From an optimization exercise on the open Yosys and OpenROAD flow, aimed at small area; shortcuts taken in it are not production practice.
Where RTL was checked, it was by simulation tests only, not by an equivalence proof against the original.
Power is estimated from default activity; no workload was simulated.

## lane 1
## rld_block
module rld_block (
    input  wire        clk,
    input  wire        rst,
    input  wire        host_we,
    input  wire [4:0]  host_addr,
    input  wire [16:0] host_wdata,
    output reg  [16:0] host_rdata,
    output wire        busy,
    output reg         mem_req,
    output reg         mem_we,
    output wire [15:0] mem_addr,
    output wire [7:0]  mem_wdata,
    input  wire        mem_gnt,
    input  wire [7:0]  mem_rdata,
    output wire [7:0]  xlat_idx,
    input  wire [7:0]  xlat_data
);
export LEC_CHECK = 0
export CAP_MARGIN = 20
export CORE_MARGIN = 2
export CORE_UTILIZATION = 66
export GPL_TIMING_DRIVEN = 0
export SLEW_MARGIN = 20
create_clock -name core_clock -period 11.0 [get_ports {clk}]
standard.sh (not shown) runs the stock make flow with config.mk's settings and CLKGATE_MAP_FILE= SYNTH_SCRIPT=/design/flow/synth_recipe.tcl, a recipe that flattens the netlist after the stock synthesis.
==> flow/flow/run.sh <==
#!/bin/bash
# Standard layout with extra ORFS settings: synthesis buffers are removed at
# floorplan (timing repair re-adds what is needed), ports are buffered with
# the smallest buffer cell, and clock tree synthesis adds no dummy loads.
set -euo pipefail
bash standard.sh REMOVE_ABC_BUFFERS=1 \
  "BUFFER_PORTS_ARGS=-buffer_cell sky130_fd_sc_hd__buf_1" \
  "CTS_ARGS=-sink_clustering_enable -repair_clock_nets -sink_clustering_size 18 -sink_clustering_max_diameter 60 -buf_list sky130_fd_sc_hd__clkbuf_8 -dont_use_dummy_load" \
  finish > standard_flow.log 2>&1
What lane 5 does differently from lane 1 at the input level:
diff --git a/flow/flow/run.sh b/flow/flow/run.sh
--- a/flow/flow/run.sh
+++ b/flow/flow/run.sh
@@ -6,4 +6,4 @@
 bash standard.sh REMOVE_ABC_BUFFERS=1 \
   "BUFFER_PORTS_ARGS=-buffer_cell sky130_fd_sc_hd__buf_1" \
-  "CTS_ARGS=-sink_clustering_enable -repair_clock_nets -sink_clustering_size 18 -sink_clustering_max_diameter 60 -buf_list sky130_fd_sc_hd__clkbuf_8 -dont_use_dummy_load" \
+  "CTS_ARGS=-sink_clustering_enable -repair_clock_nets -sink_clustering_size 15 -sink_clustering_max_diameter 60 -buf_list sky130_fd_sc_hd__clkbuf_8 -dont_use_dummy_load" \
   finish > standard_flow.log 2>&1
Results
Relative to lane 1, worst hold slack decreased by 0.0045 ns in lane 5.
Going from lane 1 to lane 5, number of global-route vias before repair grows by 49.
Part of the total power dissipated in sequential elements for lane 5 is lower than for lane 1.
Summary of lane 5 over lane 1: static leakage shows no meaningful change; detailed-route wire length shows no meaningful change; share of the clock period used by the worst path after layout climbed 1.1 points; final cell area excluding filler cells held steady.

== beta ==
Another version of the RTL of rld_block (not shown whole).
Size: ~1500 cells after synthesis, ~300 flip-flops, roughly 94 I/O pins, about 0.016 mm² of cells after synthesis.
Settings: LEC_CHECK=0, CAP_MARGIN=20, CORE_MARGIN=2, CORE_UTILIZATION=62, GPL_TIMING_DRIVEN=0, SLEW_MARGIN=20; clock period 11.0 ns.
==> flow/flow/run.sh <==
#!/bin/bash
# Standard layout with extra ORFS settings: synthesis buffers are removed at
# floorplan (timing repair re-adds what is needed), ports are buffered with
# the smallest buffer cell, and clock tree synthesis adds no dummy loads.
set -euo pipefail
bash standard.sh REMOVE_ABC_BUFFERS=1 \
  "BUFFER_PORTS_ARGS=-buffer_cell sky130_fd_sc_hd__buf_1" \
  "CTS_ARGS=-sink_clustering_enable -repair_clock_nets -sink_clustering_size 15 -sink_clustering_max_diameter 60 -buf_list sky130_fd_sc_hd__clkbuf_8 -dont_use_dummy_load" \
  finish > standard_flow.log 2>&1
The following lists how gamma was set up differently from beta:
- CORE_UTILIZATION: 62 -> 55
## What came out
As of gamma, logic depth of the worst path, buffers included had risen by a few percent compared to beta. Combinational logic power, gamma and beta: higher on gamma. Compared with beta, gamma shows setup slack higher by 0.13 ns. Note that the number of clock buffers in the layout recorded for gamma amounts to 1.08 times the value seen in beta. gamma: done, clean on timing, DRC and antenna. From beta to gamma the numbers moved as follows: number of buffers created by CTS now larger, slew at the pin closest to its max-slew limit fell by 0.085 ns, power picked up an extra 1.3%, signed area change from the synthesized netlist to the final layout rose by 1.1 points. Compared with beta, maximum frequency in gamma increased slightly. gamma against beta: sum of met2 wire segment lengths after detailed routing increased 5.2%, final design area excluding fillers increased 170 µm².

rld_block, a different RTL version from the one above (not shown whole).
For scale: roughly 1700 cells after synthesis, roughly 300 flip-flops, roughly 94 I/O pins.
==> flow/config.mk <==
export PLATFORM = sky130hd
export DESIGN_NAME = rld_block
export DESIGN_NICKNAME = rld_block
export VERILOG_FILES = /design/flow/design.v
export SDC_FILE = /design/flow/constraint.sdc
export NUM_CORES = 4
export LEC_CHECK = 0
export CAP_MARGIN = 20
export CORE_MARGIN = 2
export CORE_UTILIZATION = 40
export CTS_BUF_LIST = sky130_fd_sc_hd__clkbuf_16
export CTS_CLUSTER_DIAMETER = 80
export CTS_CLUSTER_SIZE = 30
export GPL_TIMING_DRIVEN = 0
export SLEW_MARGIN = 20
==> flow/constraint.sdc <==
create_clock -name core_clock -period 11.0 [get_ports {clk}]
set_input_delay 2.2000 -clock core_clock [delete_from_list [all_inputs] [get_ports {clk}]]
set_output_delay 2.2000 -clock core_clock [all_outputs]
set_load 0.01 [all_outputs]
==> flow/flow/run.sh <==
#!/bin/bash
# Standard layout with two extra ORFS settings: synthesis buffers are removed
# at floorplan (timing repair re-adds what is needed), and ports are buffered
# with the smallest buffer cell.
set -euo pipefail
bash standard.sh REMOVE_ABC_BUFFERS=1 "BUFFER_PORTS_ARGS=-buffer_cell sky130_fd_sc_hd__buf_1" finish > standard_flow.log 2>&1
The first run completed with no timing, DRC or antenna violations.
==> next run, changes <==
==> flow/run.sh (new file) <==
#!/bin/bash
# synth_recipe.tcl (not shown) runs the flow's synth.tcl, then flattens the netlist and writes it again
# the make line also repeats each setting of config.mk as NAME=value (left out here)
make -C /OpenROAD-flow-scripts/flow DESIGN_CONFIG=/design/flow/config.mk WORK_HOME=/design/flow/orfs CLKGATE_MAP_FILE= SYNTH_SCRIPT=/design/flow/synth_recipe.tcl finish
removed: flow/flow/run.sh
removed: flow/standard.sh
Effect: The new run produced a clean layout; worst hold slack is better by 0.010 ns; cell area rises by a few percent; clock power rose by a few percent; utilization climbs by 1.7 points; wire length grows by about a fifth; maximum frequency grows slightly; final cell count rose by a few percent; sequential power stays flat; total power is higher by a few percent; first-iteration DRC count falls slightly.

Another version of the RTL of rld_block (not shown whole).
Size: about 1800 cells after synthesis, roughly 300 flip-flops, roughly 94 I/O pins, about 0.018 sq mm of cells after synthesis.
==> flow/config.mk <==
export PLATFORM = sky130hd
export DESIGN_NAME = rld_block
export DESIGN_NICKNAME = rld_block
export VERILOG_FILES = /design/flow/design.v
export SDC_FILE = /design/flow/constraint.sdc
export NUM_CORES = 4
export LEC_CHECK = 0
export CAP_MARGIN = 20
export CORE_MARGIN = 2
export CORE_UTILIZATION = 40
export CTS_BUF_LIST = sky130_fd_sc_hd__clkbuf_16
export CTS_CLUSTER_DIAMETER = 80
export CTS_CLUSTER_SIZE = 30
export GPL_TIMING_DRIVEN = 0
export SLEW_MARGIN = 20
==> flow/constraint.sdc <==
create_clock -name core_clock -period 11.0 [get_ports {clk}]
set_input_delay 2.2000 -clock core_clock [delete_from_list [all_inputs] [get_ports {clk}]]
set_output_delay 2.2000 -clock core_clock [all_outputs]
set_load 0.01 [all_outputs]
run.sh (not shown) runs the stock make flow with config.mk's settings and CLKGATE_MAP_FILE= SYNTH_SCRIPT=/design/flow/synth_recipe.tcl, a recipe that flattens the netlist after the stock synthesis.
Stock flow here: none of the scripts above is used.
The first run ran to the end with no violations.
Edit:
Settings changed: CTS_BUF_LIST sky130_fd_sc_hd__clkbuf_16 to sky130_fd_sc_hd__clkbuf_8, CTS_CLUSTER_DIAMETER 80 to 50, CTS_CLUSTER_SIZE 30 to 15.
After rerunning: Register-to-register slack improves by 0.17 ns; clock-buffer cell count rose by 12; cell area stays flat; total power decreases slightly; via count climbs slightly; setup slack gains 0.17 ns; non-clock buffer count does not change; combinational power stays flat.
No run of this note included a check of the RTL's function; only the layout flow was run.

## re-timing with driven ports
Ports are ideal in the flow. The routed layouts listed here were re-timed in OpenROAD.
Step 1, drivers: a clkbuf_16 drives clk and a buf_2 each remaining input, both assumed.
Step 2, shift: input delay + t, output delay - t, t = (earliest + latest rising clock arrival at the registers) / 2. This alone moves slack from input paths to output paths.
Three values: ideal, step 1, step 2; two values: the first two.
| run | shift t [ns] | setup WS [ns] | worst hold slack (ns) | worst setup path at the end | worst register clock-pin slew, ns |
|---|---|---|---|---|---|
| lane 1 | 0.599 | 0.430 / 0.430 / 0.225 | 0.532 / 0.532 / 0.532 | input to register | 0.12 / 0.12 |
| lane 5 | 0.619 | 0.311 / 0.311 / 0.033 | 0.528 / 0.528 / 0.528 | input to register | 0.11 / 0.11 |
| beta | 0.618 | 0.337 / 0.337 / -0.047 | 0.531 / 0.531 / 0.531 | input to register | 0.10 / 0.10 |
| gamma | 0.619 | 0.469 / 0.469 / -0.035 | 0.523 / 0.523 / 0.523 | input to register | 0.10 / 0.10 |
| the first run of note 3 | 0.587 | 0.278 / 0.278 / -0.094 | 0.493 / 0.493 / 0.493 | input to register | 0.11 / 0.11 |
| the second run of note 3 | 0.601 | 0.382 / 0.382 / -0.164 | 0.503 / 0.503 / 0.503 | input to register | 0.11 / 0.11 |
| the first run of note 4 | 0.598 | 1.101 / 1.101 / 0.676 | 0.546 / 0.546 / 0.546 | input to register | 0.11 / 0.11 |
| the second run of note 4 | 0.705 | 1.270 / 1.270 / 0.733 | 0.558 / 0.558 / 0.558 | input to register | 0.11 / 0.11 |
With both steps, setup timing fails in beta, gamma, the first run of note 3 and the second run of note 3, where it was met with ideal ports. The setup slack of the second run of note 3, which loses most, moves by 0.000 ns with the drivers and by -0.546 ns with both steps.
